From an optimization exercise on the open Yosys and OpenROAD flow, aimed at small area, a short achievable clock period and few clock cycles per item; shortcuts taken in it are not production practice.
RTL that was checked went through simulation tests only; none was proved equivalent to the original.
Only the layout flow was run in runs 2 and 3; the RTL was not checked for function there.

==> flow/design.v <==
module qrow_decoder (
    input  wire         clk,
    input  wire         rst_n,
    input  wire         in_valid,
    output wire         in_ready,
    input  wire [127:0] in_bits,
    input  wire [7:0]   in_avail,
    output reg          out_valid,
    input  wire         out_ready,
    output wire         out_err,
    output wire [6:0]   out_len,
    output wire         out_is_last,
    output wire         out_is_neighbor,
    output wire [7:0]   out_qrow,
    output wire [15:0]  out_hitmap,
    output wire [63:0]  out_tot
);
    genvar g;
    wire        is_nb = in_bits[126];
    wire [29:0] v;
    generate
        for (g = 0; g < 30; g = g + 1) begin : g_v
            assign v[g] = is_nb ? in_bits[125 - g] : in_bits[117 - g];
        end
    endgenerate
    wire [7:0]  px0, px1;
    wire [3:0]  q0, q1;
    qrow_decoder_quadrow u_r0 (.b(v[15:2]), .px(px0), .l(q0));
    wire [3:0]  l0 = v[0] ? q0 : 4'd0;
    wire [13:0] b1 = v[29:2] >> l0;
    qrow_decoder_quadrow u_r1 (.b(b1), .px(px1), .l(q1));
    wire [3:0]  l1 = v[1] ? q1 : 4'd0;
    wire [15:0] hm = {v[1] ? px1 : 8'd0, v[0] ? px0 : 8'd0};
    reg [103:0] rb;          
    reg [7:0]   ra;          
    reg [15:0]  h;           
    reg [3:0]   rl0, rl1;    
    assign in_ready = !out_valid || out_ready;
    wire load = in_valid && (!out_valid || out_ready);
    always @(posedge clk) begin
        if (!rst_n)
            out_valid <= 1'b0;
        else
            out_valid <= in_valid || (out_valid && !out_ready);
    end
    integer i;
    always @(posedge clk) begin
        if (load) begin
            for (i = 0; i < 104; i = i + 1)
                rb[i] <= in_bits[127 - i];
            ra  <= in_avail;
            h   <= hm;
            rl0 <= l0;
            rl1 <= l1;
        end
    end
    wire [5:0]  sh = {2'b00, !rb[1], 3'd0} + rl0 + rl1;
    wire [94:0] ta = {rb[98:72], sh[5] ? rb[103:36] : rb[71:4]};
    wire [78:0] tb = sh[4] ? ta[94:16] : ta[78:0];
    wire [70:0] tc = sh[3] ? tb[78:8]  : tb[70:0];
    wire [66:0] td = sh[2] ? tc[70:4]  : tc[66:0];
    wire [64:0] te = sh[1] ? td[66:2]  : td[64:0];
    wire [63:0] t  = sh[0] ? te[64:1]  : te[63:0];
    wire [2:0]  ca = (h[0] + h[1]) + (h[2] + h[3]);
    wire [2:0]  cb = (h[4] + h[5]) + (h[6] + h[7]);
    wire [2:0]  cc = (h[8] + h[9]) + (h[10] + h[11]);
    wire [2:0]  cd = (h[12] + h[13]) + (h[14] + h[15]);
    wire [3:0]  c0 = ca + cb;
    wire [4:0]  c  = c0 + (cc + cd);
    wire [6:0]  len = sh + {c, 2'b00} + 7'd4;
    wire        ok  = !(len > ra);
    wire [15:0] hit = ok ? h : 16'd0;
    assign out_err         = !ok;
    assign out_len         = ok ? len : 7'd0;
    assign out_is_last     = ok & rb[0];
    assign out_is_neighbor = ok & rb[1];
    assign out_qrow        = (ok & !rb[1]) ? {rb[2], rb[3], rb[4], rb[5], rb[6], rb[7], rb[8], rb[9]} : 8'd0;
    assign out_hitmap      = hit;
    wire [31:0] rr [0:1];
    assign rr[0] = t[31:0];
    assign rr[1] = t[63:0] >> {c0, 2'b00};
    wire [63:0] n;                   
    generate
        for (g = 0; g < 2; g = g + 1) begin : g_row
            wire [7:0]  m   = h[8*g +: 8];
            wire [2:0]  cq  = (m[0] + m[1]) + (m[2] + m[3]);
            wire [15:0] q0  = rr[g][15:0];
            wire [15:0] q1  = rr[g][31:0] >> {cq, 2'b00};
            wire [31:0] qq  = {q1, q0};
            genvar hq;
            for (hq = 0; hq < 2; hq = hq + 1) begin : g_quad
                wire [3:0]  mq = m[4*hq +: 4];
                wire [15:0] s  = qq[16*hq +: 16];
                wire [7:0]  p0 = s[7:0];
                wire [7:0]  p1 = (mq[0] & mq[1]) ? s[15:8] : (mq[0] | mq[1]) ? s[11:4] : s[7:0];
                wire [15:0] pp = {p1, p0};
                genvar e;
                for (e = 0; e < 2; e = e + 1) begin : g_pair
                    wire [7:0] u = pp[8*e +: 8];
                    wire       a = mq[2*e];
                    assign n[32*g + 16*hq + 8*e +: 4]     = u[3:0];
                    assign n[32*g + 16*hq + 8*e + 4 +: 4] = a ? u[7:4] : u[3:0];
                end
            end
        end
        for (g = 0; g < 16; g = g + 1) begin : g_tot
            assign out_tot[4*g + 3] = hit[g] & n[4*g + 0];
            assign out_tot[4*g + 2] = hit[g] & n[4*g + 1];
            assign out_tot[4*g + 1] = hit[g] & n[4*g + 2];
            assign out_tot[4*g + 0] = hit[g] & n[4*g + 3];
        end
    endgenerate
endmodule
module qrow_decoder_quadrow (
    input  wire [13:0] b,
    output wire [7:0]  px,
    output wire [3:0]  l
);
    wire [15:0] bb = {2'b00, b};
    reg  [15:0] p [1:7];     
    reg  [1:0]  m [1:7];     
    integer j, k;
    always @* begin
        for (k = 1; k <= 7; k = k + 1) p[k] = 16'd0;
        p[1][2] = 1'b1;
        for (k = 1; k < 7; k = k + 1)
            for (j = 3; j < 16; j = j + 1)
                p[k+1][j] = (p[k][j-1] & ~bb[j-1]) | (p[k][j-2] & bb[j-2]);
        for (k = 1; k <= 6; k = k + 1) begin
            m[k][1] = |(p[k] & bb);
            m[k][0] = ~m[k][1] | |(p[k][14:0] & bb[15:1]);
        end
        m[7] = 2'b00;
    end
    wire       qa = b[0], qb = b[1];
    wire [1:0] pa = qa ? m[1] : 2'b00;
    wire [1:0] pb = qb ? (qa ? m[2] : m[1]) : 2'b00;
    wire [3:0] pr = {pb[0], pb[1], pa[0], pa[1]};     
    reg  [1:0]  mp [1:6];
    reg  [15:0] pp [1:6];
    always @* begin
        for (k = 1; k <= 6; k = k + 1) begin
            mp[k] = qa ? m[k+1] : m[k];
            pp[k] = qa ? p[k+1] : p[k];
        end
        for (k = 1; k <= 5; k = k + 1) begin
            mp[k] = qb ? mp[k+1] : mp[k];
            pp[k] = qb ? pp[k+1] : pp[k];
        end
    end
    reg  [4:0]  sel;
    reg  [7:0]  x;
    reg  [15:0] pe;
    integer t;
    always @* begin
        sel = 5'b00001;
        x = 8'd0;
        for (t = 0; t < 4; t = t + 1) begin
            for (k = 1; k <= 4; k = k + 1) begin
                x[2*t]     = x[2*t]     | (pr[t] & sel[k-1] & mp[k][1]);
                x[2*t + 1] = x[2*t + 1] | (pr[t] & sel[k-1] & mp[k][0]);
            end
            if (pr[t]) sel = {sel[3:0], 1'b0};
        end
        pe = 16'd0;
        for (k = 1; k <= 5; k = k + 1)
            if (sel[k-1]) pe = pe | pp[k];
    end
    assign px = x;
    assign l = {|pe[15:8],
                |{pe[15:12], pe[7:4]},
                |{pe[15:14], pe[11:10], pe[7:6], pe[3:2]},
                |{pe[15], pe[13], pe[11], pe[9], pe[7], pe[5], pe[3], pe[1]}};
endmodule
==> flow/flow/run.sh <==
#!/bin/bash
# The standard layout, with plain port buffers and setup repair aimed
# well inside the clock period (the clock and constraints are unchanged).
set -euo pipefail
bash standard.sh "SETUP_SLACK_MARGIN=15" "BUFFER_PORTS_ARGS=-buffer_cell sky130_fd_sc_hd__buf_2" finish > make_flow.log 2>&1
==> flow/standard.sh <==
#!/bin/bash
# synth_recipe.tcl (not shown) runs the flow's synth.tcl, then flattens the netlist and writes it again
# the make line also repeats each setting of config.mk as NAME=value (left out here)
make -C /OpenROAD-flow-scripts/flow DESIGN_CONFIG=/design/flow/config.mk WORK_HOME=/design/flow/orfs CLKGATE_MAP_FILE= SYNTH_SCRIPT=/design/flow/synth_recipe.tcl "${@:-finish}"
==> flow/config.mk <==
export PLATFORM = sky130hd
export DESIGN_NAME = qrow_decoder
export DESIGN_NICKNAME = qrow_decoder
export VERILOG_FILES = /design/flow/design.v
export SDC_FILE = /design/flow/constraint.sdc
export NUM_CORES = 4
export LEC_CHECK = 0
export CAP_MARGIN = 20
export CORE_MARGIN = 2
export CORE_UTILIZATION = 30
export PLACE_DENSITY = 0.35
export SETUP_SLACK_MARGIN = 0.3
export SLEW_MARGIN = 20
==> flow/constraint.sdc <==
create_clock -name core_clock -period 32.0 [get_ports {clk}]
set_input_delay 6.4000 -clock core_clock [delete_from_list [all_inputs] [get_ports {clk}]]
set_output_delay 6.4000 -clock core_clock [all_outputs]
set_load 0.01 [all_outputs]
==> metrics.yaml, run 1 <==
outcome:
  status: "no timing/DRC/antenna violations"
timing:
  period_share: 0.481
  finalHoldViolCount: 0
  slew_violations: 0
  fin_ws_ns: 16.60
  finalSetupTns_ns: 0
  relSlewSlack: 0.221
  finalSetupViolCount: 0
  rsz0062_at_grt: "false"
  fin_skew_ns: 0.0214
  period_needed_ns: 15.40
  max_freq_mhz: 64.9
  worstMarginPinSlew_ns: 1.14
yosys:
  syn-num-nets: 2570
  synthFlopType: "edfxtp_1"
  syn_area_mm2: 0.0215
  yosysWarnings: 6
  ys_ff_latch: 137
  syn_inst: 2373
  synth_cell_types: 117
  yosysSeqAreaShare: 0.191
  async_reset_ff_frac: 0
  syn-mean-instance-area_um2: 9.05
  synth_edf_count: 136
setup_path:
  critPathMaxStageDelay_ns: 0.66
  startpoint_type: "flip-flop"
  cp_max_fo: 44
  crit_required_ns: 25.60
  crit_path_end_kind: "output port"
  crit_type: "flip-flop to output port"
  cpMostUsedCell: "ha_1"
  cpMaxStageDelayCell: "fa_1"
  cp_data_arrival_time_ns: 9.00
grt:
  grt_pass1_wl_um: 140000
  grt_max_degree: 78
  grt_usage: 0.252
  grt_pass1_vias: 20457
  antenna_found_initial: 3
  grt_overflow: 0
finish:
  final_util: 0.337
  layout.nets: 2663
  drive_gt1_frac: 0.232
  area_growth_syn_to_layout_pct: 11.5
  layout_commonest_cell: "mux2i_1"
  most-common-layout-cells: "mux2i_1 (348), nor2_1 (227), buf_2 (214)"
placed_design:
  io_buffers: 215
  place_congestion: 0.885
  dp_hpwl_um: 74200
  preCtsSetupSlack_ns: 17.11
cts:
  htreeDepth: 4
  cts-hold-fix-buffers: 0
  cts_tree: "built"
  clk_latency_ns: 0.46
  cts.sinks: 137
  path_clk_slew_ns: 0.07
  numCtsBuffers: 17
  root_buffer: "clkbuf_16"
  cts_setup_buffers: 0
  clk_path_buf_depth: 2
  cts_resized: 0
floorplanning:
  die_x_um: 272
  die_h_um: 272
  num_rows: 98
  core_mm2: 0.0711
  die_area_mm2: 0.0737
  ioPinCount: 240
  start_util: 0.302
route:
  via_count: 20716
  ant_nets: 0
  wirelength_um: 94300
  dr.pass1.iters: 8
  drc: 0
  wl_per_cell_um: 27.5
  drtIter0Drc: 1829
  viasPerCell: 6.04
hold_path:
  min_path_type: "flip-flop to flip-flop"
flow_run:
  drv_cap: 0
cell families after synthesis:
group	after synthesis	synth area share
compound gates	644	0.207
xor+xnor	11	0.00536
fa+ha+maj	58	0.0375
buf+inv	302	0.0586
flops	137	0.191
mux	558	0.356
simple gates	663	0.145
final timing paths:
check                       start              endpoint  slack (ns)  cells after the start
max reg2reg  out_valid$_SDFF_PN0_       ra[5]$_DFFE_PP_       29.57                      3
min          out_valid$_SDFF_PN0_  out_valid$_SDFF_PN0_        0.54                      2
max            h[0]$_SDFFCE_PN0P_           out_tot[61]       16.60                     31
min reg2reg  out_valid$_SDFF_PN0_  out_valid$_SDFF_PN0_        0.54                      2
critical path: cells and delay by family (launching register included):
family	cells	cell delay, ns
fa+ha+maj	10	3.42
flops	1	0.63
buf+inv	6	1.52
simple gates	3	0.62
xor+xnor	4	0.66
compound gates	8	1.62
metrics by stage:
step                area, um^2  hold WS [ns]  instances
finish                   23900         0.535       3431
global route             23900         0.589       3429
CTS                      23900         0.544       3429
detailed placement       23300         0.532       3397
global placement         23300         0.511       3397
floorplan                21500         0.610       2373
state kept, by name, summed over array words and instances, names as in the netlist:
signal,count
rb,104
rl0,4
out_valid,1
h,16
ra,8
rl1,4
cells in the mapped netlist (all sizes together) (14+ instances only):
master	number	area, um^2
ha	46	576
nor3	32	175
a22oi	18	145
mux2i	356	3620
a21o	16	121
nand3	48	240
nand2	195	734
mux4	153	3450
nor2b	14	87.6
and2	40	250
o211ai	33	248
nor2	227	852
inv	104	390
o21ai	100	504
buf	90	462
a21oi	171	875
nand2b	19	119
clkbuf	104	390
and3	31	194
a221oi	25	238
a211oi	63	488
mux2	49	571
edfxtp	136	4080
a31oi	23	144
o22ai	40	250
area by class of cell:
cell class / instances / area [um^2]
clock buffer: 18 / 439
tap: 950 / 1190
fill: 7449 / 47200
antenna: 2 / 5.00
clock inverter: 14 / 165
inverter: 108 / 409
multi-input combinational: 1934 / 16200
sequential: 137 / 4100
timing repair buffer: 268 / 1480
routing by layer:
metal  vias to the layer above  routed length, um  GRT usage  part of all wire
met4                         0               1730     0.0560             0.018
li1                       9448                  -          -                 -
met2                       673              47200      0.442              0.50
met3                        88               4440     0.0257             0.047
met1                     10507              40900      0.334              0.43
met5                         -                  0          0                 0
Testbench counts, summed over its fixed seeds: cycles 24,008, items 24,000.
==> run 2, diff against run 1 <==
--- a/flow/design.v
+++ b/flow/design.v
@@ -31,10 +31,14 @@
     qrow_decoder_quadrow u_r1 (.b(b1), .px(px1), .l(q1));
     wire [3:0]  l1 = v[1] ? q1 : 4'd0;
     wire [15:0] hm = {v[1] ? px1 : 8'd0, v[0] ? px0 : 8'd0};
+    wire [4:0]  a   = {1'b0, !is_nb, 3'd0} + l0;
+    wire [3:0]  hc0 = ((hm[0] + hm[1]) + (hm[2] + hm[3])) + ((hm[4] + hm[5]) + (hm[6] + hm[7]));
+    wire [8:0]  rm  = {1'b0, in_avail} - 9'd4 - a - {hc0, 2'b00};
     reg [103:0] rb;          
-    reg [7:0]   ra;          
+    reg [8:0]   rroom;       
     reg [15:0]  h;           
-    reg [3:0]   rl0, rl1;    
+    reg [4:0]   ra;          
+    reg [3:0]   rl1;         
     assign in_ready = !out_valid || out_ready;
     wire load = in_valid && (!out_valid || out_ready);
     always @(posedge clk) begin
@@ -48,27 +52,25 @@
         if (load) begin
             for (i = 0; i < 104; i = i + 1)
                 rb[i] <= in_bits[127 - i];
-            ra  <= in_avail;
-            h   <= hm;
-            rl0 <= l0;
-            rl1 <= l1;
+            rroom <= rm;
+            h     <= hm;
+            ra    <= a;
+            rl1   <= l1;
         end
     end
-    wire [5:0]  sh = {2'b00, !rb[1], 3'd0} + rl0 + rl1;
+    wire [5:0]  sh = ra + rl1;
     wire [94:0] ta = {rb[98:72], sh[5] ? rb[103:36] : rb[71:4]};
     wire [78:0] tb = sh[4] ? ta[94:16] : ta[78:0];
     wire [70:0] tc = sh[3] ? tb[78:8]  : tb[70:0];
     wire [66:0] td = sh[2] ? tc[70:4]  : tc[66:0];
     wire [64:0] te = sh[1] ? td[66:2]  : td[64:0];
     wire [63:0] t  = sh[0] ? te[64:1]  : te[63:0];
-    wire [2:0]  ca = (h[0] + h[1]) + (h[2] + h[3]);
-    wire [2:0]  cb = (h[4] + h[5]) + (h[6] + h[7]);
-    wire [2:0]  cc = (h[8] + h[9]) + (h[10] + h[11]);
-    wire [2:0]  cd = (h[12] + h[13]) + (h[14] + h[15]);
-    wire [3:0]  c0 = ca + cb;
-    wire [4:0]  c  = c0 + (cc + cd);
-    wire [6:0]  len = sh + {c, 2'b00} + 7'd4;
-    wire        ok  = !(len > ra);
+    wire [3:0]  c0 = ((h[0] + h[1]) + (h[2] + h[3])) + ((h[4] + h[5]) + (h[6] + h[7]));
+    wire [3:0]  c1 = ((h[8] + h[9]) + (h[10] + h[11])) + ((h[12] + h[13]) + (h[14] + h[15]));
+    wire [5:0]  need = {c1, 2'b00} + rl1;
+    wire        ok   = !rroom[8] && ({2'b00, need} <= rroom[7:0]);
+    wire [4:0]  c    = {1'b0, c0} + c1;
+    wire [6:0]  len  = sh + {c, 2'b00} + 7'd4;
     wire [15:0] hit = ok ? h : 16'd0;
     assign out_err         = !ok;
     assign out_len         = ok ? len : 7'd0;
@@ -118,7 +120,7 @@
 );
     wire [15:0] bb = {2'b00, b};
     reg  [15:0] p [1:7];     
-    reg  [1:0]  m [1:7];     
+    reg  [1:0]  m [1:6];     
     integer j, k;
     always @* begin
         for (k = 1; k <= 7; k = k + 1) p[k] = 16'd0;
@@ -130,41 +132,29 @@
             m[k][1] = |(p[k] & bb);
             m[k][0] = ~m[k][1] | |(p[k][14:0] & bb[15:1]);
         end
-        m[7] = 2'b00;
     end
     wire       qa = b[0], qb = b[1];
     wire [1:0] pa = qa ? m[1] : 2'b00;
     wire [1:0] pb = qb ? (qa ? m[2] : m[1]) : 2'b00;
     wire [3:0] pr = {pb[0], pb[1], pa[0], pa[1]};     
-    reg  [1:0]  mp [1:6];
-    reg  [15:0] pp [1:6];
-    always @* begin
-        for (k = 1; k <= 6; k = k + 1) begin
-            mp[k] = qa ? m[k+1] : m[k];
-            pp[k] = qa ? p[k+1] : p[k];
-        end
-        for (k = 1; k <= 5; k = k + 1) begin
-            mp[k] = qb ? mp[k+1] : mp[k];
-            pp[k] = qb ? pp[k+1] : pp[k];
-        end
-    end
-    reg  [4:0]  sel;
+    reg  [7:0]  sel;
     reg  [7:0]  x;
     reg  [15:0] pe;
-    integer t;
+    integer t, i;
     always @* begin
-        sel = 5'b00001;
+        sel = 8'd0;
+        sel[1] = ~qa & ~qb; sel[2] = qa ^ qb; sel[3] = qa & qb;
         x = 8'd0;
         for (t = 0; t < 4; t = t + 1) begin
-            for (k = 1; k <= 4; k = k + 1) begin
-                x[2*t]     = x[2*t]     | (pr[t] & sel[k-1] & mp[k][1]);
-                x[2*t + 1] = x[2*t + 1] | (pr[t] & sel[k-1] & mp[k][0]);
+            for (i = 1; i <= 6; i = i + 1) begin
+                x[2*t]     = x[2*t]     | (pr[t] & sel[i] & m[i][1]);
+                x[2*t + 1] = x[2*t + 1] | (pr[t] & sel[i] & m[i][0]);
             end
-            if (pr[t]) sel = {sel[3:0], 1'b0};
+            if (pr[t]) sel = {sel[6:0], 1'b0};
         end
         pe = 16'd0;
-        for (k = 1; k <= 5; k = k + 1)
-            if (sel[k-1]) pe = pe | pp[k];
+        for (i = 1; i <= 7; i = i + 1)
+            if (sel[i]) pe = pe | p[i];
     end
     assign px = x;
     assign l = {|pe[15:8],
==> flow/flow/run.sh (replaced) <==
#!/bin/bash
# The standard layout, with plain port buffers and setup repair aimed
# well inside the clock period (the clock and constraints are unchanged).
set -euo pipefail
bash standard.sh "SETUP_SLACK_MARGIN=18" "BUFFER_PORTS_ARGS=-buffer_cell sky130_fd_sc_hd__buf_2" finish > make_flow.log 2>&1
==> run 2 against run 1 <==
  * Sequential cell count increased by 2
  * Final area increased by 7.4%
  * Area after synthesis increased by 6.5%
  * Clock-buffer cell count decreased by 1
==> metrics.yaml, run 2 <==
outcome:
  status: "no timing/DRC/antenna violations"
placed_design:
  preCtsSetupSlack_ns: 17.33
  dpl_cell_area_mm2: 0.0247
  dp_hpwl_um: 84300
  place_congestion: 0.925
  io_buffers: 215
yosys:
  syn_inst: 2631
  syn_area_mm2: 0.0229
  yosysWarnings: 4
  yosysTopAreaCell: "edfxtp_1"
  ys_ff_latch: 139
  synthFlopType: "edfxtp_1"
  synth_top_area_frac: 0.181
  yosysSeqAreaShare: 0.182
  synth_cell_types: 114
  syn-num-nets: 2847
  synth_most_common_cell: "mux2i_1"
  synth_area_leaders: "edfxtp_1 (18%), mux2i_1 (15%), mux4_2 (12%)"
  syn-mean-instance-area_um2: 8.69
  async_reset_ff_frac: 0
  synth_edf_count: 138
  yosys-top-cells-count: "mux2i_1 (332), nand2_1 (256), nor2_1 (227), edfxtp_1 (138)"
finish:
  drive_gt1_frac: 0.230
  reg_top3: "rb: 104 flops, h: 16 flops, rroom: 9 flops"
  regMostFlops: "rb"
  layout.nets: 2941
  final_util: 0.340
  most-common-layout-cells: "mux2i_1 (317), nand2_1 (255), nor2_1 (225)"
  fin_area_mm2: 0.0257
  area_growth_syn_to_layout_pct: 12.4
  largest_reg_flops: 104
  layout_commonest_cell: "mux2i_1"
grt:
  grt_overflow: 0
  grt_pass1_wl_um: 159000
  antenna_found_initial: 2
  grt_max_degree: 80
  grt_pass1_vias: 22649
  grt_usage: 0.271
flow_run:
  drv_cap: 0
setup_path:
  cp_data_arrival_time_ns: 7.38
  crit_type: "flip-flop to output port"
  cp_max_fo: 70
  crit_required_ns: 25.60
  crit_path_end_kind: "output port"
  worst_r2r_path_depth: 4
  startpoint_type: "flip-flop"
floorplanning:
  die_x_um: 280
  die_area_mm2: 0.0784
  num_rows: 101
  die_h_um: 280
  ioPinCount: 240
  start_util: 0.302
  core_mm2: 0.0757
timing:
  fin_ws_ns: 18.22
  period_needed_ns: 13.78
  relSlewSlack: 0.132
  slew_violations: 0
  finalHoldViolCount: 0
  fin_skew_ns: 0.0199
  finalSetupViolCount: 0
  worstMarginPinSlew_ns: 1.27
  holdWs_ns: 0.550
  finalSetupTns_ns: 0
  rsz0062_at_grt: "true"
  max_freq_mhz: 72.6
  period_share: 0.430
route:
  wl_met2_um: 52300
  routedLengthMet1_um: 48400
  viasPerCell: 6.26
  dr.pass1.iters: 7
  wirelength_um: 108000
  wl_per_cell_um: 29.1
  top_layer_used: "met4"
  drc: 0
  drtIter0Drc: 2688
  wl_met3_um: 4900
  via_count: 23264
  ant_nets: 0
cts:
  numCtsBuffers: 17
  cts-hold-fix-buffers: 0
  clk_latency_ns: 0.48
  htreeDepth: 4
  clk_path_buf_depth: 2
  cts_tree: "built"
  cts.sinks: 139
  root_buffer: "clkbuf_16"
  path_clk_slew_ns: 0.07
hold_path:
  holdPathStages: 2
  min_path_type: "flip-flop to flip-flop"
## run 2: logic make-up after synthesis
family | synth area share
compound gates | 0.243
xor+xnor | 0.00761
fa+ha+maj | 0.0485
buf+inv | 0.0588
flops | 0.182
mux | 0.303
simple gates | 0.157
## run 2: worst paths after layout
path | from | endpoint | slack [ns]
max | rl1[0]$_SDFFCE_PN0P_ | out_tot[60] | 18.22
min | out_valid$_SDFF_PN0_ | out_valid$_SDFF_PN0_ | 0.55
max reg2reg | out_valid$_SDFF_PN0_ | h[12]$_SDFFCE_PN0P_ | 29.43
min reg2reg | out_valid$_SDFF_PN0_ | out_valid$_SDFF_PN0_ | 0.55
## run 2: what timing repair did
| item | CTS | global route |
|---|---|---|
| gates cloned | 0 | 1 |
| gates resized for setup | 28 | 39 |
| pin swaps | 1 | 0 |
| endpoints found under the hold margin | 0 | 0 |
| setup endpoints to repair | 27 | 31 |
| buffers inserted | 2 | 6 |
## run 2: critical path, cell delays in order, from the launching register on
cell      delay, ns
edfxtp_1       0.40
ha_2           0.21
fa_1           0.47
xor2_4         0.22
clkbuf_8       0.26
buf_12         0.28
inv_2          0.09
buf_8          0.43
mux4_2         0.59
mux2i_1        0.40
mux2i_1        0.26
mux4_2         0.62
o22ai_1        0.28
a211oi_1       0.09
a311oi_1       0.45
nor2_1         0.25
o221ai_1       0.23
o21ai_0        0.25
a21oi_1        0.36
o21ba_2        0.21
o31a_1         0.25
buf_2          0.15
## run 2: area by class of cell
class / instances / area (um^2)
tap: 978 / 1220
multi-input combinational: 2169 / 17600
inverter: 117 / 454
timing repair buffer: 281 / 1670
fill: 7899 / 50000
sequential: 139 / 4160
antenna: 1 / 2.50
clock inverter: 15 / 174
clock buffer: 17 / 425
## run 2: metrics by stage
step / instances
6_report: 3717
5_1_grt: 3716
4_1_cts: 3709
3_5_place_dp: 3675
3_3_place_gp: 3675
2_1_floorplan: 2631
## run 2: metal layers
layer | GRT usage | up-vias
met2 | 0.460 | 889
met5 | 0 | -
met4 | 0.0695 | 0
met3 | 0.0228 | 118
met1 | 0.370 | 11787
li1 | - | 10470
==> run 3, diff against run 2 <==
--- a/flow/config.mk
+++ b/flow/config.mk
@@ -5,6 +5,7 @@
 export SDC_FILE = /design/flow/constraint.sdc
 export NUM_CORES = 4
 export LEC_CHECK = 0
+export ABC_AREA = 1
 export CAP_MARGIN = 20
 export CORE_MARGIN = 2
 export CORE_UTILIZATION = 30
==> run 3 against run 2 <==
  * Sequential cell count stayed put
  * Critical path type is now input pin to flip-flop
  * Fmax is 2.0% higher
  * Still clean
  * Critical endpoint is now rroom[7]$_DFFE_PP_
==> metrics.yaml, run 3 <==
floorplanning:
  ioPinCount: 240
  core_mm2: 0.0659
  die_x_um: 262
  start_util: 0.304
  die_area_mm2: 0.0688
  die_h_um: 262
  num_rows: 94
setup_path:
  crit_type: "input pin to flip-flop"
  worst_r2r_path_depth: 3
  cpMostUsedCell: "inv_1"
  cp_data_arrival_time_ns: 13.71
  r2r_setup_slack_ns: 29.46
  critPathMaxStageDelay_ns: 0.68
  startpoint_type: "input pin"
  cpMaxStageDelayCell: "a41oi_1"
  r2r_end: "rroom[0]$_DFFE_PP_"
  cp_max_fo: 43
  crit_required_ns: 32.20
  r2r_start: "out_valid$_SDFF_PN0_"
  crit_path_end_kind: "flip-flop"
finish:
  layout.nets: 3745
  layout_commonest_cell: "nand2_1"
  reg_top3: "rb: 104 flops, h: 16 flops, rroom: 9 flops"
  area_growth_syn_to_layout_pct: 11.5
  fin_area_mm2: 0.0223
  largest_reg_flops: 104
  multiInputGateArea_mm2: 0.0138
  drive_gt1_frac: 0.124
  fillers: 7614
  diodes: 0
  regArea_mm2: 0.00416
  most-common-layout-cells: "nand2_1 (1337), o21ai_0 (453), nand3_1 (379)"
  regMostFlops: "rb"
route:
  drtIter0Drc: 2212
  viasPerCell: 5.20
  ant_nets: 0
  via_count: 22922
  drc: 0
  wl_per_cell_um: 20.4
  wirelength_um: 89800
  dr.pass1.iters: 6
yosys:
  yosysTopAreaCell: "nand2_1"
  synth_most_common_cell: "nand2_1"
  async_reset_ff_frac: 0
  synthXorXnorAreaFrac: 0.00657
  synth_top_area_frac: 0.251
  synth_area_leaders: "nand2_1 (25%), edfxtp_1 (21%), o21ai_0 (11%)"
  syn-mean-instance-area_um2: 5.80
  synth_cell_types: 60
  syn_inst: 3451
  yosys-top-cells-count: "nand2_1 (1338), o21ai_0 (455), nand3_1 (380), inv_1 (296), nor2_1 (140)"
  synth_top_family_by_area: "simple AND/OR/NAND/NOR gates"
  synth_edf_count: 138
  synthFlopType: "edfxtp_1"
  synth-simple-area-share: 0.423
  ys_ff_latch: 139
  muxShareOfSynthArea: 0.00951
  synth-compound-area-share: 0.193
  syn-num-nets: 3667
  synth_fa_ha_area_frac: 0.0554
  yosysWarnings: 4
  yosysSeqAreaShare: 0.208
  syn_area_mm2: 0.0200
cts:
  cts.sinks: 139
  clk_latency_ns: 0.46
  numCtsBuffers: 17
  cts_tree: "built"
  cts-hold-fix-buffers: 0
  clk_path_buf_depth: 2
  path_clk_slew_ns: 0.08
  root_buffer: "clkbuf_16"
  htreeDepth: 4
grt:
  use_met1: 0.348
  grt_pass1_wl_um: 136000
  grt_usage: 0.256
  grt_overflow: 0
  grt_max_degree: 96
  use_met3: 0.0284
  antenna_found_initial: 1
  grt_pass1_vias: 21933
  met2_usage: 0.439
  grt-busiest-layer: "met2"
timing:
  fin_skew_ns: 0.0166
  max_freq_mhz: 74.1
  finalSetupViolCount: 0
  rsz0062_at_grt: "false"
  period_needed_ns: 13.50
  period_share: 0.422
  finalSetupTns_ns: 0
  worstMarginPinSlew_ns: 1.07
  slew_violations: 0
  relSlewSlack: 0.276
  finalHoldViolCount: 0
placed_design:
  io_buffers: 215
  place_congestion: 0.910
  dp_hpwl_um: 72900
  dpl_cell_area_mm2: 0.0216
hold_path:
  hp-start: "out_valid$_SDFF_PN0_"
  holdPathStages: 2
  min_path_type: "flip-flop to flip-flop"
  worst_hold_path.endpoint: "out_valid$_SDFF_PN0_"
outcome:
  status: "no timing/DRC/antenna violations"
flow_run:
  drv_cap: 0
-- run 3: changes by cell type after synthesis, sizes merged, moves of 42 or more --
cell	previous run	this run
mux2i	339	19
mux4	124	0
nand3	71	392
mux2	58	0
and2	46	4
a211oi	60	7
nor3	59	5
nor2	228	153
o21ai	135	467
nand2	258	1401
inv	110	326
a21oi	128	78
-- run 3: worst max path at each step --
stage | start | end | slack (ns) | cells after the start
2_1_floorplan | in_valid | h[0]$_DFFE_PP_ | 18.24 | 2
3_3_place_gp | in_bits[126] | rroom[7]$_DFFE_PP_ | 18.02 | 29
3_5_place_dp | in_bits[126] | rroom[7]$_DFFE_PP_ | 18.01 | 29
4_1_cts | rl1[0]$_SDFFCE_PN0P_ | out_tot[60] | 18.36 | 34
5_1_grt | rl1[0]$_SDFFCE_PN0P_ | out_tot[60] | 18.03 | 34
6_report | in_bits[126] | rroom[7]$_DFFE_PP_ | 18.50 | 29
-- run 3: stage by stage --
stage          hold slack, ns  worst slack (ns)  std cells  utilization
2_1_floorplan           0.595             18.24       3451            -
3_3_place_gp            0.523             18.02       4374        0.329
3_5_place_dp            0.559             18.01       4374        0.329
4_1_cts                 0.568             18.36       4406        0.338
5_1_grt                 0.599             18.03       4406        0.339
6_report                0.562             18.50       4406        0.339
-- run 3: layer usage --
layer,vias to the layer above,part of all wire
li1,11515,-
met2,612,0.48
met3,60,0.044
met5,-,0
met4,0,0.015
met1,10735,0.46
-- run 3: what timing repair did --
item,in CTS,in global routing
endpoints found under the setup margin,0,3
gates resized for setup,0,3
buffers inserted,0,0
-- run 3: layout make-up --
| cell class | count | area share |
|---|---|---|
| Clock buffer | 18 | 0.0192 |
| Inverter | 338 | 0.0571 |
| Multi-Input combinational cell | 2789 | 0.621 |
| Timing Repair Buffer | 244 | 0.0585 |
| Tap cell | 864 | 0.0485 |
| Clock inverter | 14 | 0.00937 |
| Sequential cell | 139 | 0.187 |
-- run 3: critical path: cells and delay by family --
family	cells	cell delay, ns
adder cells (fa/ha/maj)	8	2.99
buffers and inverters	8	1.44
AND/OR/NAND/NOR	5	1.00
AO/OA/AOI/OAI	6	1.59
XOR/XNOR	2	0.25
-- run 3: kinds of logic (layout without fill, tap and decap cells) --
family | count (synthesis) | after routing
mux | 19 | 19
xor+xnor | 15 | 15
simple gates | 1996 | 1996
fa+ha+maj | 76 | 76
compound gates | 683 | 683
flops | 139 | 139
buf+inv | 523 | 614
==> run 4, diff against run 3 <==
--- a/flow/design.v
+++ b/flow/design.v
@@ -31,13 +31,14 @@
     qrow_decoder_quadrow u_r1 (.b(b1), .px(px1), .l(q1));
     wire [3:0]  l1 = v[1] ? q1 : 4'd0;
     wire [15:0] hm = {v[1] ? px1 : 8'd0, v[0] ? px0 : 8'd0};
+    wire [3:0]  hc0 = ((hm[0] + hm[1]) + (hm[2] + hm[3])) + ((hm[4] + hm[5]) + (hm[6] + hm[7]));
     wire [4:0]  a   = {1'b0, !is_nb, 3'd0} + l0;
-    wire [3:0]  hc0 = ((hm[0] + hm[1]) + (hm[2] + hm[3])) + ((hm[4] + hm[5]) + (hm[6] + hm[7]));
-    wire [8:0]  rm  = {1'b0, in_avail} - 9'd4 - a - {hc0, 2'b00};
+    wire [5:0]  b   = a + {hc0, 2'b00};
     reg [103:0] rb;          
-    reg [8:0]   rroom;       
+    reg [7:0]   ra;          
     reg [15:0]  h;           
-    reg [4:0]   ra;          
+    reg [4:0]   r_a;
+    reg [5:0]   r_b;
     reg [3:0]   rl1;         
     assign in_ready = !out_valid || out_ready;
     wire load = in_valid && (!out_valid || out_ready);
@@ -52,25 +53,33 @@
         if (load) begin
             for (i = 0; i < 104; i = i + 1)
                 rb[i] <= in_bits[127 - i];
-            rroom <= rm;
-            h     <= hm;
-            ra    <= a;
-            rl1   <= l1;
+            ra  <= in_avail;
+            h   <= hm;
+            r_a <= a;
+            r_b <= b;
+            rl1 <= l1;
         end
     end
-    wire [5:0]  sh = ra + rl1;
-    wire [94:0] ta = {rb[98:72], sh[5] ? rb[103:36] : rb[71:4]};
-    wire [78:0] tb = sh[4] ? ta[94:16] : ta[78:0];
-    wire [70:0] tc = sh[3] ? tb[78:8]  : tb[70:0];
-    wire [66:0] td = sh[2] ? tc[70:4]  : tc[66:0];
-    wire [64:0] te = sh[1] ? td[66:2]  : td[64:0];
-    wire [63:0] t  = sh[0] ? te[64:1]  : te[63:0];
-    wire [3:0]  c0 = ((h[0] + h[1]) + (h[2] + h[3])) + ((h[4] + h[5]) + (h[6] + h[7]));
-    wire [3:0]  c1 = ((h[8] + h[9]) + (h[10] + h[11])) + ((h[12] + h[13]) + (h[14] + h[15]));
-    wire [5:0]  need = {c1, 2'b00} + rl1;
-    wire        ok   = !rroom[8] && ({2'b00, need} <= rroom[7:0]);
-    wire [4:0]  c    = {1'b0, c0} + c1;
-    wire [6:0]  len  = sh + {c, 2'b00} + 7'd4;
+    wire [5:0]  s0 = r_a + rl1;      
+    wire [6:0]  s1 = r_b + rl1;      
+    wire [99:0] src = rb[103:4];
+    wire [62:0] x5 = {src[62:36], s0[5] ? src[67:32] : src[35:0]};
+    wire [46:0] x4 = s0[4] ? x5[62:16] : x5[46:0];
+    wire [38:0] x3 = s0[3] ? x4[46:8]  : x4[38:0];
+    wire [34:0] x2 = s0[2] ? x3[38:4]  : x3[34:0];
+    wire [32:0] x1 = s0[1] ? x2[34:2]  : x2[32:0];
+    wire [31:0] t0 = s0[0] ? x1[32:1]  : x1[31:0];
+    wire [94:0] y6 = {src[94:36], s1[6] ? src[99:64] : src[35:0]};
+    wire [62:0] y5 = s1[5] ? y6[94:32] : y6[62:0];
+    wire [46:0] y4 = s1[4] ? y5[62:16] : y5[46:0];
+    wire [38:0] y3 = s1[3] ? y4[46:8]  : y4[38:0];
+    wire [34:0] y2 = s1[2] ? y3[38:4]  : y3[34:0];
+    wire [32:0] y1 = s1[1] ? y2[34:2]  : y2[32:0];
+    wire [31:0] t1 = s1[0] ? y1[32:1]  : y1[31:0];
+    wire [4:0]  c   = ((h[0] + h[1]) + (h[2] + h[3])) + ((h[4] + h[5]) + (h[6] + h[7]))
+                    + ((h[8] + h[9]) + (h[10] + h[11])) + ((h[12] + h[13]) + (h[14] + h[15]));
+    wire [6:0]  len = s0 + {c + 5'd1, 2'b00};
+    wire        ok  = !(len > ra);
     wire [15:0] hit = ok ? h : 16'd0;
     assign out_err         = !ok;
     assign out_len         = ok ? len : 7'd0;
@@ -79,8 +88,8 @@
     assign out_qrow        = (ok & !rb[1]) ? {rb[2], rb[3], rb[4], rb[5], rb[6], rb[7], rb[8], rb[9]} : 8'd0;
     assign out_hitmap      = hit;
     wire [31:0] rr [0:1];
-    assign rr[0] = t[31:0];
-    assign rr[1] = t[63:0] >> {c0, 2'b00};
+    assign rr[0] = t0;
+    assign rr[1] = t1;
     wire [63:0] n;                   
     generate
         for (g = 0; g < 2; g = g + 1) begin : g_row
==> flow/flow/run.sh (replaced) <==
#!/bin/bash
# The standard layout, with plain port buffers and setup repair aimed
# well inside the clock period (the clock and constraints are unchanged).
# The make output goes to make_flow.log; each ORFS step keeps its own log
# under orfs/logs.
set -euo pipefail
bash standard.sh "SETUP_SLACK_MARGIN=18" "BUFFER_PORTS_ARGS=-buffer_cell sky130_fd_sc_hd__buf_2" finish > make_flow.log 2>&1
--- a/flow/config.mk
+++ b/flow/config.mk
@@ -8,7 +8,8 @@
 export ABC_AREA = 1
 export CAP_MARGIN = 20
 export CORE_MARGIN = 2
-export CORE_UTILIZATION = 30
-export PLACE_DENSITY = 0.35
+export CORE_UTILIZATION = 50
+export CTS_BUF_LIST = sky130_fd_sc_hd__clkbuf_8
+export PLACE_DENSITY = 0.6
 export SETUP_SLACK_MARGIN = 0.3
 export SLEW_MARGIN = 20
==> run 4 against run 3 <==
  * Final area is 10% lower
  * Final cell count shrank 17%
  * Clock-buffer cell count decreased by 1
  * Still clean
  * Die area shrank 45%
  * Core utilization grew 21 points
  * Via count is 7.3% lower
==> metrics.yaml, run 4 <==
timing:
  max_freq_mhz: 73.5
  rsz0062_at_grt: "false"
  holdWs_ns: 0.566
  relSlewSlack: 0.292
  period_share: 0.425
  worstMarginPinSlew_ns: 1.06
  period_needed_ns: 13.60
  finalSetupTns_ns: 0
  slew_violations: 0
  fin_skew_ns: 0.0236
  finalSetupViolCount: 0
  finalHoldViolCount: 0
setup_path:
  r2r_setup_slack_ns: 29.51
  cp_num_buf_inv: 7
  crit_path_end_kind: "output port"
  endpoint: "out_tot[53]"
  critPathMaxStageDelay_ns: 0.69
  worst_r2r_path_depth: 3
  worstSetupPathDepth: 25
  cpMostUsedCell: "fa_1"
  crit_type: "flip-flop to output port"
  cp_max_fo: 6
  cp_data_arrival_time_ns: 7.20
  r2r_start: "out_valid$_SDFF_PN0_"
  crit_path_start: "h[8]$_SDFFCE_PN0P_"
  startpoint_type: "flip-flop"
  r2r_end: "h[15]$_SDFFCE_PN0P_"
  cpMaxStageDelayCell: "fa_2"
  crit_family: "adder cells"
  crit_required_ns: 25.60
yosys:
  syn_inst: 3062
  ys_ff_latch: 142
  yosysTopAreaCell: "edfxtp_1"
  syn-mean-instance-area_um2: 5.97
  syn-num-nets: 3262
  yosysWarnings: 4
  synth_area_leaders: "edfxtp_1 (23%), nand2_1 (22%), o21ai_0 (12%)"
  yosys-top-cells-count: "nand2_1 (1081), o21ai_0 (439), inv_1 (316), nand3_1 (234), nor2_1 (166)"
  async_reset_ff_frac: 0
  synth_cell_types: 56
  synthFlopType: "edfxtp_1"
  synth_top_area_frac: 0.232
  yosysSeqAreaShare: 0.233
  synth_edf_count: 141
  synth_most_common_cell: "nand2_1"
  syn_area_mm2: 0.0183
floorplanning:
  die_area_mm2: 0.0381
  num_rows: 70
  ioPinCount: 240
  core_mm2: 0.0363
  start_util: 0.504
  die_h_um: 195
  die_x_um: 195
cts:
  numCtsBuffers: 17
  clk_path_buf_depth: 2
  root_buffer: "clkbuf_8"
  htreeDepth: 4
  cts_tree: "built"
  path_clk_slew_ns: 0.09
  cts.sinks: 142
  clk_latency_ns: 0.48
  cts-hold-fix-buffers: 0
finish:
  drive_gt1_frac: 0.132
  most-common-layout-cells: "nand2_1 (1078), o21ai_0 (437), inv_1 (315)"
  area_growth_syn_to_layout_pct: 9.39
  reg_top3: "rb: 104 flops, h: 16 flops, ra: 8 flops"
  fillers: 3792
  layout.nets: 3366
  instances_no_fill: 3647
  fin_area_mm2: 0.0200
  largest_reg_flops: 104
  regMostFlops: "rb"
  final_util: 0.551
  layout_commonest_cell: "nand2_1"
grt:
  grt_usage: 0.347
  grt_max_degree: 84
  grt_overflow: 0
  grt_pass1_vias: 19366
  antenna_found_initial: 1
  grt_pass1_wl_um: 104000
hold_path:
  hp-start: "out_valid$_SDFF_PN0_"
  min_path_type: "flip-flop to flip-flop"
route:
  wirelength_um: 67200
  viasPerCell: 5.83
  ant_nets: 0
  via_count: 21250
  wl_per_cell_um: 18.4
  drtIter0Drc: 2583
  dr.pass1.iters: 7
  drc: 0
placed_design:
  dp.cells: 3602
  dp_hpwl_um: 52700
  place_congestion: 0.993
  dpl_cell_area_mm2: 0.0194
  io_buffers: 215
flow_run:
  drv_cap: 0
outcome:
  status: "no timing/DRC/antenna violations"
==> run 4: how the worst min path moves through the flow <==
stage / depth (start not counted) / slack (ns) / endpoint
final: 2 / 0.57 / out_valid$_SDFF_PN0_
after global routing: 2 / 0.62 / out_valid$_SDFF_PN0_
after floorplan: 2 / 0.60 / out_valid$_SDFF_PN0_
after global placement: 2 / 0.52 / out_valid$_SDFF_PN0_
after detailed placement: 2 / 0.55 / out_valid$_SDFF_PN0_
after CTS: 2 / 0.56 / out_valid$_SDFF_PN0_
==> run 4: what timing repair did <==
action | in CTS | in global routing
cloned | 1 | 0
buffers inserted | 3 | 9
resized for setup | 5 | 6
endpoints found under the setup margin | 80 | 61
==> run 4: metrics by stage <==
step | setup slack, ns
after floorplan | 18.09
after global routing | 17.99
final | 18.40
after global placement | 17.84
after detailed placement | 17.69
after CTS | 18.12
==> run 4: layer usage <==
metal,track usage,up-vias,share of wire
met2,0.591,962,0.47
met1,0.436,9753,0.40
li1,-,10349,-
met5,0,-,0
met4,0.170,0,0.053
met3,0.0442,186,0.081
==> run 4: final cells by class <==
type,instances,area [um^2],share of cell area
diodes,1,2.50,0.000125
clock buffers,17,234,0.0117
clock inverters,14,168,0.00839
inverters,356,1350,0.0675
multi-input cells,2404,12100,0.605
flip-flops and latches,142,4250,0.213
well taps,468,586,0.0293
repair buffers,244,1290,0.0647
repair inverters,1,7.51,0.000376
==> run 4: kinds of logic (layout without fill, tap and decap cells) <==
kind of cell | after synthesis | in the layout | share of synthesized area
other | 0 | 1 | 0
buffers and inverters | 516 | 632 | 0.112
flip-flops | 142 | 142 | 0.233
AND/OR/NAND/NOR | 1586 | 1586 | 0.362
multiplexers | 11 | 11 | 0.00603
XOR/XNOR | 11 | 11 | 0.00527
adder cells (fa/ha/maj) | 60 | 60 | 0.0489
AO/OA/AOI/OAI | 736 | 736 | 0.233
==> run 4: worst min-delay path: cells and delay by family (launching register included) <==
family          cells  cell delay [ns]
flops               1             0.36
simple gates        1             0.09
compound gates      1             0.07
Testbench counts of run 4, summed over its fixed seeds: cycles 24,008, items 24,000.
==> run 5, diff against run 4 <==
--- a/flow/config.mk
+++ b/flow/config.mk
@@ -8,8 +8,7 @@
 export ABC_AREA = 1
 export CAP_MARGIN = 20
 export CORE_MARGIN = 2
-export CORE_UTILIZATION = 50
-export CTS_BUF_LIST = sky130_fd_sc_hd__clkbuf_8
-export PLACE_DENSITY = 0.6
+export CORE_UTILIZATION = 30
+export PLACE_DENSITY = 0.35
 export SETUP_SLACK_MARGIN = 0.3
 export SLEW_MARGIN = 20
==> run 5 against run 4 <==
  * Clock-buffer cell count did not move
  * Critical path type unchanged
  * First-iteration DRC count fell by 29%
  * Clock skew is 0.014 ns lower
  * Die area increased by 65%
  * Still clean
  * Critical path depth down 1
  * Highest routed layer unchanged
  * Non-clock buffer count increased by 3
  * Largest cell class unchanged
  * Setup slack gained 0.056 ns
==> metrics.yaml, run 5 <==
outcome:
  status: "no timing/DRC/antenna violations"
floorplanning:
  core_mm2: 0.0602
  die_h_um: 251
  start_util: 0.303
  ioPinCount: 240
  num_rows: 90
  die_area_mm2: 0.0629
  die_x_um: 251
yosys:
  synth_area_leaders: "edfxtp_1 (23%), nand2_1 (22%), o21ai_0 (12%)"
  yosysTopAreaCell: "edfxtp_1"
  synth_cell_types: 56
  synth_edf_count: 141
  synth_top_area_frac: 0.232
  yosysWarnings: 4
  ys_ff_latch: 142
  synth_most_common_cell: "nand2_1"
  synthFlopType: "edfxtp_1"
  yosys-top-cells-count: "nand2_1 (1081), o21ai_0 (439), inv_1 (316), nand3_1 (234), nor2_1 (166)"
  syn_area_mm2: 0.0183
  yosysSeqAreaShare: 0.233
  syn-mean-instance-area_um2: 5.97
  syn_inst: 3062
  syn-num-nets: 3262
  async_reset_ff_frac: 0
grt:
  antenna_found_initial: 1
  grt_pass1_wl_um: 121000
  grt_max_degree: 81
  grt_pass1_vias: 19517
  grt_overflow: 0
  grt_usage: 0.256
finish:
  reg_top3: "rb: 104 flops, h: 16 flops, ra: 8 flops"
  fillers: 6852
  most-common-layout-cells: "nand2_1 (1078), o21ai_0 (438), inv_1 (312)"
  layout_commonest_cell: "nand2_1"
  layout.nets: 3368
  drive_gt1_frac: 0.135
  area_growth_syn_to_layout_pct: 12.6
  largest_reg_flops: 104
  regMostFlops: "rb"
  diodes: 0
timing:
  worstMarginPinSlew_ns: 1.12
  finalSetupTns_ns: 0
  period_needed_ns: 13.54
  relSlewSlack: 0.247
  slew_violations: 0
  period_share: 0.423
  finalSetupViolCount: 0
  fin_skew_ns: 0.00984
  finalHoldViolCount: 0
  fin_ws_ns: 18.46
  rsz0062_at_grt: "true"
  max_freq_mhz: 73.8
setup_path:
  cp_num_buf_inv: 7
  endpoint: "out_tot[54]"
  worst_r2r_path_depth: 2
  cp_max_fo: 17
  crit_path_start: "h[10]$_SDFFCE_PN0P_"
  r2r_setup_slack_ns: 29.81
  worstSetupPathDepth: 24
  cp_data_arrival_time_ns: 7.14
  crit_required_ns: 25.60
  cpMaxStageDelayCell: "fa_2"
  r2r_start: "out_valid$_SDFF_PN0_"
  crit_family: "adder cells"
  startpoint_type: "flip-flop"
  crit_chain: "fa_1 > fa_1 > inv_1 > fa_1 > fa_1 > fa_1 > fa_2 > inv_1 > fa_1 > nand2_1 > nand2_1 > a21oi_1 > xor2_1 > inv_1 > ha_1 > a21oi_1 > nor2_1 > nand2_4 > clkinvlp_4 > buf_4 > nor2_1 > inv_1 > a211oi_1 > buf_2"
  crit_path_end_kind: "output port"
  r2r_end: "rb[50]$_DFFE_PP_"
  crit_type: "flip-flop to output port"
  critPathMaxStageDelay_ns: 0.67
  cpMostUsedCell: "fa_1"
route:
  dr.pass1.iters: 6
  ant_nets: 0
  drc: 0
  via_count: 20453
  wl_per_cell_um: 20.5
  drtIter0Drc: 1832
  viasPerCell: 5.16
  wirelength_um: 81200
cts:
  cts.sinks: 142
  root_buffer: "clkbuf_16"
  numCtsBuffers: 17
  clk_path_buf_depth: 2
  cts-hold-fix-buffers: 0
  cts_tree: "built"
  htreeDepth: 4
  clk_latency_ns: 0.46
  path_clk_slew_ns: 0.07
placed_design:
  dp_hpwl_um: 65400
  preCtsSetupSlack_ns: 17.62
  place_congestion: 0.957
  io_buffers: 215
flow_run:
  drv_cap: 0
hold_path:
  min_path_type: "flip-flop to flip-flop"
## run 5: tightest hold or removal path: stages, from the launching register on
cell and delay, ns:
dfxtp_1 0.35, nand2_1 0.09, a21boi_0 0.08
## run 5: how the worst min path moves through the flow
stage | startpoint | to | slack [ns] | depth (start not counted)
2_1_floorplan | out_valid$_SDFF_PN0_ | out_valid$_SDFF_PN0_ | 0.60 | 2
3_3_place_gp | out_valid$_SDFF_PN0_ | out_valid$_SDFF_PN0_ | 0.53 | 2
3_5_place_dp | out_valid$_SDFF_PN0_ | out_valid$_SDFF_PN0_ | 0.57 | 2
4_1_cts | out_valid$_SDFF_PN0_ | out_valid$_SDFF_PN0_ | 0.58 | 2
5_1_grt | out_valid$_SDFF_PN0_ | out_valid$_SDFF_PN0_ | 0.60 | 2
6_report | out_valid$_SDFF_PN0_ | out_valid$_SDFF_PN0_ | 0.57 | 2
## run 5: final cells by class
type / count / area [um^2] / area share
well taps: 782 / 978 / 0.0476
clock buffers: 17 / 425 / 0.0207
clock inverters: 15 / 153 / 0.00742
repair buffers: 247 / 1320 / 0.0640
flip-flops and latches: 142 / 4250 / 0.207
multi-input cells: 2404 / 12100 / 0.588
inverters: 356 / 1350 / 0.0655
## run 5: what timing repair did
item | in CTS | in global routing
endpoints found under the setup margin | 92 | 36
buffers inserted | 3 | 5
pin swaps | 0 | 2
gates resized for setup | 5 | 10
## run 5: metal layers
layer | global-route usage | part of all wire | up-vias
met5 | 0 | 0 | -
met4 | 0.0664 | 0.024 | 0
met3 | 0.0204 | 0.032 | 73
met2 | 0.460 | 0.50 | 471
met1 | 0.328 | 0.45 | 9552
li1 | - | - | 10357
## run 5: cells by family (layout without fill, tap and decap cells)
family | count (synthesis) | in the layout | synth area share
xor gates and xnor gates | 11 | 11 | 0.00527
muxes | 11 | 11 | 0.00603
and+or+nand+nor | 1586 | 1586 | 0.362
buffers and inverters | 516 | 635 | 0.112
adders and majority gates | 60 | 60 | 0.0489
DFF | 142 | 142 | 0.233
AOI/OAI and AO/OA | 736 | 736 | 0.233
## run 5: metrics by stage
step	hold slack [ns]	utilization	std cells	area (um^2)
floorplan	0.595	-	3062	18300
global placement	0.528	0.330	3923	19900
detailed placement	0.566	0.330	3923	19900
CTS	0.577	0.340	3958	20500
global route	0.602	0.341	3963	20600
finish	0.572	0.341	3963	20600
==> run 6, diff against run 5 <==
--- a/flow/design.v
+++ b/flow/design.v
@@ -16,6 +16,56 @@
     output wire [63:0]  out_tot
 );
     genvar g;
+    function automatic [7:0] add8(input [7:0] x, input [7:0] y);
+        reg [7:0] gg, pp, gn, pn;
+        integer i, d;
+        begin
+            gg = x & y;
+            pp = x ^ y;
+            for (d = 1; d < 8; d = d * 2) begin
+                gn = gg;
+                pn = pp;
+                for (i = d; i < 8; i = i + 1) begin
+                    gn[i] = gg[i] | (pp[i] & gg[i-d]);
+                    pn[i] = pp[i] & pp[i-d];
+                end
+                gg = gn;
+                pp = pn;
+            end
+            add8 = (x ^ y) ^ {gg[6:0], 1'b0};
+        end
+    endfunction
+    function automatic le8(input [7:0] x, input [7:0] y);
+        reg [7:0] gt, eq, gn, en;
+        integer i, d;
+        begin
+            gt = x & ~y;
+            eq = ~(x ^ y);
+            for (d = 1; d < 8; d = d * 2) begin
+                gn = gt;
+                en = eq;
+                for (i = d; i < 8; i = i + 1) begin
+                    gn[i] = gt[i] | (eq[i] & gt[i-d]);
+                    en[i] = eq[i] & eq[i-d];
+                end
+                gt = gn;
+                eq = en;
+            end
+            le8 = ~gt[7];
+        end
+    endfunction
+    function automatic [3:0] pop8(input [7:0] x);
+        reg s1, c1, s2, c2, s3, c3, s4, c4, s5, c5, s6, c6;
+        begin
+            {c1, s1} = x[0] + x[1] + x[2];
+            {c2, s2} = x[3] + x[4] + x[5];
+            {c3, s3} = x[6] + x[7];
+            {c4, s4} = s1 + s2 + s3;             
+            {c5, s5} = c1 + c2 + c3;             
+            {c6, s6} = s5 + c4;                  
+            pop8 = {c5 & c6, c5 ^ c6, s6, s4};
+        end
+    endfunction
     wire        is_nb = in_bits[126];
     wire [29:0] v;
     generate
@@ -31,14 +81,14 @@
     qrow_decoder_quadrow u_r1 (.b(b1), .px(px1), .l(q1));
     wire [3:0]  l1 = v[1] ? q1 : 4'd0;
     wire [15:0] hm = {v[1] ? px1 : 8'd0, v[0] ? px0 : 8'd0};
-    wire [3:0]  hc0 = ((hm[0] + hm[1]) + (hm[2] + hm[3])) + ((hm[4] + hm[5]) + (hm[6] + hm[7]));
-    wire [4:0]  a   = {1'b0, !is_nb, 3'd0} + l0;
-    wire [5:0]  b   = a + {hc0, 2'b00};
+    wire [3:0]  hc0 = pop8(hm[7:0]);
+    wire [7:0]  a4  = add8({4'd0, l0}, {4'd0, !is_nb, 3'd4});      
+    wire [7:0]  b4  = add8(a4, {2'd0, hc0, 2'b00});                
     reg [103:0] rb;          
     reg [7:0]   ra;          
     reg [15:0]  h;           
-    reg [4:0]   r_a;
-    reg [5:0]   r_b;
+    reg [5:0]   r_a4;        
+    reg [6:0]   r_b4;        
     reg [3:0]   rl1;         
     assign in_ready = !out_valid || out_ready;
     wire load = in_valid && (!out_valid || out_ready);
@@ -55,34 +105,32 @@
                 rb[i] <= in_bits[127 - i];
             ra  <= in_avail;
             h   <= hm;
-            r_a <= a;
-            r_b <= b;
+            r_a4 <= a4[5:0];
+            r_b4 <= b4[6:0];
             rl1 <= l1;
         end
     end
-    wire [5:0]  s0 = r_a + rl1;      
-    wire [6:0]  s1 = r_b + rl1;      
-    wire [99:0] src = rb[103:4];
-    wire [62:0] x5 = {src[62:36], s0[5] ? src[67:32] : src[35:0]};
-    wire [46:0] x4 = s0[4] ? x5[62:16] : x5[46:0];
-    wire [38:0] x3 = s0[3] ? x4[46:8]  : x4[38:0];
-    wire [34:0] x2 = s0[2] ? x3[38:4]  : x3[34:0];
-    wire [32:0] x1 = s0[1] ? x2[34:2]  : x2[32:0];
-    wire [31:0] t0 = s0[0] ? x1[32:1]  : x1[31:0];
-    wire [94:0] y6 = {src[94:36], s1[6] ? src[99:64] : src[35:0]};
-    wire [62:0] y5 = s1[5] ? y6[94:32] : y6[62:0];
-    wire [46:0] y4 = s1[4] ? y5[62:16] : y5[46:0];
-    wire [38:0] y3 = s1[3] ? y4[46:8]  : y4[38:0];
-    wire [34:0] y2 = s1[2] ? y3[38:4]  : y3[34:0];
-    wire [32:0] y1 = s1[1] ? y2[34:2]  : y2[32:0];
-    wire [31:0] t1 = s1[0] ? y1[32:1]  : y1[31:0];
-    wire [4:0]  c   = ((h[0] + h[1]) + (h[2] + h[3])) + ((h[4] + h[5]) + (h[6] + h[7]))
-                    + ((h[8] + h[9]) + (h[10] + h[11])) + ((h[12] + h[13]) + (h[14] + h[15]));
-    wire [6:0]  len = s0 + {c + 5'd1, 2'b00};
-    wire        ok  = !(len > ra);
+    wire [7:0]  u0 = add8({2'd0, r_a4}, {4'd0, rl1});    
+    wire [7:0]  u1 = add8({1'd0, r_b4}, {4'd0, rl1});    
+    wire [62:0] x5 = {rb[62:40], u0[5] ? rb[71:32] : rb[39:0]};
+    wire [46:0] x4 = u0[4] ? x5[62:16] : x5[46:0];
+    wire [38:0] x3 = u0[3] ? x4[46:8]  : x4[38:0];
+    wire [34:0] x2 = u0[2] ? x3[38:4]  : x3[34:0];
+    wire [32:0] x1 = u0[1] ? x2[34:2]  : x2[32:0];
+    wire [31:0] t0 = u0[0] ? x1[32:1]  : x1[31:0];
+    wire [94:0] y6 = {rb[94:40], u1[6] ? rb[103:64] : rb[39:0]};
+    wire [62:0] y5 = u1[5] ? y6[94:32] : y6[62:0];
+    wire [46:0] y4 = u1[4] ? y5[62:16] : y5[46:0];
+    wire [38:0] y3 = u1[3] ? y4[46:8]  : y4[38:0];
+    wire [34:0] y2 = u1[2] ? y3[38:4]  : y3[34:0];
+    wire [32:0] y1 = u1[1] ? y2[34:2]  : y2[32:0];
+    wire [31:0] t1 = u1[0] ? y1[32:1]  : y1[31:0];
+    wire [3:0]  c1  = pop8(h[15:8]);
+    wire [7:0]  len = add8(u1, {2'd0, c1, 2'b00});
+    wire        ok  = le8(len, ra);
     wire [15:0] hit = ok ? h : 16'd0;
     assign out_err         = !ok;
-    assign out_len         = ok ? len : 7'd0;
+    assign out_len         = ok ? len[6:0] : 7'd0;
     assign out_is_last     = ok & rb[0];
     assign out_is_neighbor = ok & rb[1];
     assign out_qrow        = (ok & !rb[1]) ? {rb[2], rb[3], rb[4], rb[5], rb[6], rb[7], rb[8], rb[9]} : 8'd0;
==> run 6 against run 5 <==
  * Synthesized cell count decreased by 0.56%
  * First-iteration DRC count shrank 16%
  * Non-clock buffer count down 9
  * Core utilization is 0.35 points lower
  * Hold slack gained 0.0010 ns
  * Routed wire length is essentially flat
  * Fmax grew 2.5%
  * Via count grew 0.88%
  * Largest cell class unchanged
==> metrics.yaml, run 6 <==
outcome:
  status: "no timing/DRC/antenna violations"
cts:
  cts_resized: 0
  clk_path_buf_depth: 2
  cts_setup_buffers: 0
  htreeDepth: 4
  clk_latency_ns: 0.48
  cts.sinks: 143
  cts-hold-fix-buffers: 0
  root_buffer: "clkbuf_16"
  numCtsBuffers: 17
  cts_tree: "built"
  path_clk_slew_ns: 0.06
finish:
  reg_top3: "rb: 104 flops, h: 16 flops, ra: 8 flops"
  diodes: 0
  area_growth_syn_to_layout_pct: 11.9
  instances_no_fill: 3934
  largest_reg_flops: 104
  regMostFlops: "rb"
  most-common-layout-cells: "nand2_1 (1058), o21ai_0 (440), inv_1 (289)"
  fin_area_mm2: 0.0203
  layout.nets: 3331
  final_util: 0.338
  layout_commonest_cell: "nand2_1"
  regArea_mm2: 0.00428
  fillers: 6812
  drive_gt1_frac: 0.124
  multiInputGateArea_mm2: 0.0120
floorplanning:
  start_util: 0.302
  die_x_um: 250
  core_mm2: 0.0600
  num_rows: 90
  ioPinCount: 240
  die_area_mm2: 0.0624
  die_h_um: 250
yosys:
  ys_ff_latch: 143
  synth_edf_count: 142
  synth_most_common_cell: "nand2_1"
  synth-simple-area-share: 0.370
  yosys-top-cells-count: "nand2_1 (1060), o21ai_0 (441), inv_1 (289), nand3_1 (260), nor2_1 (174)"
  syn-mean-instance-area_um2: 5.95
  synth-compound-area-share: 0.233
  syn_inst: 3045
  yosysWarnings: 4
  synth_top_area_frac: 0.235
  syn_area_mm2: 0.0181
  synthFlopType: "edfxtp_1"
  muxShareOfSynthArea: 0.00994
  synth_area_leaders: "edfxtp_1 (24%), nand2_1 (22%), o21ai_0 (12%)"
  async_reset_ff_frac: 0
  synth_cell_types: 54
  yosysTopAreaCell: "edfxtp_1"
  syn-num-nets: 3237
  synth_top_family_by_area: "simple AND/OR/NAND/NOR gates"
  synthXorXnorAreaFrac: 0.00435
  synth_fa_ha_area_frac: 0.0417
  yosysSeqAreaShare: 0.236
timing:
  finalHoldViolCount: 0
  fin_skew_ns: 0.0140
  finalSetupTns_ns: 0
  period_needed_ns: 13.21
  period_share: 0.413
  finalSetupViolCount: 0
  slew_violations: 0
  rsz0062_at_grt: "false"
  worstMarginPinSlew_ns: 1.16
  relSlewSlack: 0.219
  max_freq_mhz: 75.7
route:
  wirelength_um: 81200
  dr.pass1.iters: 6
  viasPerCell: 5.25
  drc: 0
  drtIter0Drc: 1539
  ant_nets: 0
  wl_per_cell_um: 20.6
  via_count: 20634
placed_design:
  place_congestion: 0.879
  dpl_cell_area_mm2: 0.0197
  dp.cells: 3902
  io_buffers: 215
  dp_hpwl_um: 65300
setup_path:
  cpMaxStageDelayCell: "buf_2"
  crit_chain: "buf_2 > inv_1 > nand2_1 > buf_2"
  critPathMaxStageDelay_ns: 0.14
  crit_family: "buffers and inverters"
  crit_required_ns: 25.60
  cp_num_buf_inv: 3
  cp_data_arrival_time_ns: 6.81
  crit_type: "input pin to output port"
  cpMostUsedCell: "buf_2"
  startpoint_type: "input pin"
  cp_max_fo: 2
  crit_path_end_kind: "output port"
grt:
  grt_usage: 0.257
  antenna_found_initial: 2
  grt_max_degree: 81
  grt_overflow: 0
  grt_pass1_vias: 19883
  grt_pass1_wl_um: 121000
hold_path:
  min_path_type: "flip-flop to flip-flop"
flow_run:
  drv_cap: 0
run 6: cell count changes after synthesis, moves of 7 or more:
cell | previous run | this run
o221ai_1 | 26 | 15
nor2_1 | 166 | 174
a21oi_1 | 95 | 104
mux2i_1 | 11 | 18
inv_2 | 28 | 17
nand2_1 | 1081 | 1060
inv_1 | 316 | 289
nand3_1 | 234 | 260
o211ai_1 | 81 | 90
run 6: path summary, 6_finish.rpt:
path | to | depth (start not counted) | start | slack [ns]
worst min register to register | out_valid$_SDFF_PN0_ | 2 | out_valid$_SDFF_PN0_ | 0.57
worst max register to register | h[11]$_SDFFCE_PN0P_ | 3 | out_valid$_SDFF_PN0_ | 28.97
worst max-delay path | in_ready | 4 | out_ready | 18.79
worst min-delay path | out_valid$_SDFF_PN0_ | 2 | out_valid$_SDFF_PN0_ | 0.57
run 6: logic make-up after synthesis:
family,Yosys count
XOR/XNOR,9
AND/OR/NAND/NOR,1599
adder cells (fa/ha/maj),52
multiplexers,18
buffers and inverters,482
flip-flops,143
AO/OA/AOI/OAI,742
run 6: metal layers:
metal | track usage | vias up | part of all wire
li1 | - | 10347 | -
met1 | 0.321 | 9657 | 0.44
met2 | 0.456 | 516 | 0.49
met3 | 0.0250 | 112 | 0.037
met4 | 0.0997 | 2 | 0.036
met5 | 0 | - | 0.00014
run 6: through the flow:
stage	hold WS (ns)	worst slack (ns)
6_report	0.573	18.79
5_1_grt	0.615	18.76
4_1_cts	0.568	18.79
3_5_place_dp	0.556	18.79
3_3_place_gp	0.538	18.80
2_1_floorplan	0.595	18.04
run 6: cell type report:
cell class	count	share of cell area
clock buffer	19	0.0214
clock inverter	13	0.00629
inverter	319	0.0594
multi-input combinational	2420	0.592
sequential	143	0.211
tap	782	0.0483
timing repair buffer	238	0.0616
run 6: worst reg2reg max path, stage by stage (launching register included):
cell     delay (ns)
dfxtp_1        0.34
a21oi_4        0.78
buf_4          0.75
buf_4          0.73
Testbench counts of run 6, summed over its fixed seeds: cycles 24,008, items 24,000.

[separate check: timing with driven ports]
The results above use ideal ports. As a check the final layouts listed here were re-extracted and re-timed, cells and wires unchanged.
Step 1 (the two cells are an assumption about what drives the block):
set clk [get_ports {clk}]
set_driving_cell -lib_cell sky130_fd_sc_hd__clkbuf_16 $clk
set_driving_cell -lib_cell sky130_fd_sc_hd__buf_2 [delete_from_list [all_inputs] $clk]
Step 2 adds t to the input delays and takes it off the output delays; t is the mean of the earliest and latest rising clock arrival at the registers after step 1. Input paths then give back, and output paths get back, about the clock's delay inside the block.
Slacks: ideal / step 1 / step 2; pairs: ideal / step 1.
| run | shift t [ns] | slack for setup (ns) | pins driven straight from the clock port |
|---|---|---|---|
| run 1 | 0.512 | 16.597 / 16.535 / 16.838 | 1 |
| run 2 | 0.526 | 18.224 / 18.168 / 17.902 | 1 |
| run 3 | 0.510 | 18.496 / 18.503 / 18.016 | 1 |
| run 4 | 0.518 | 18.400 / 18.348 / 18.767 | 1 |
| run 5 | 0.519 | 18.456 / 18.400 / 18.781 | 1 |
| run 6 | 0.522 | 18.786 / 18.768 / 18.768 | 1 |
After both steps every run listed still meets setup and hold. For run 3, which loses most, drivers alone change the setup slack by +0.007 ns; drivers and shift together by -0.480 ns.
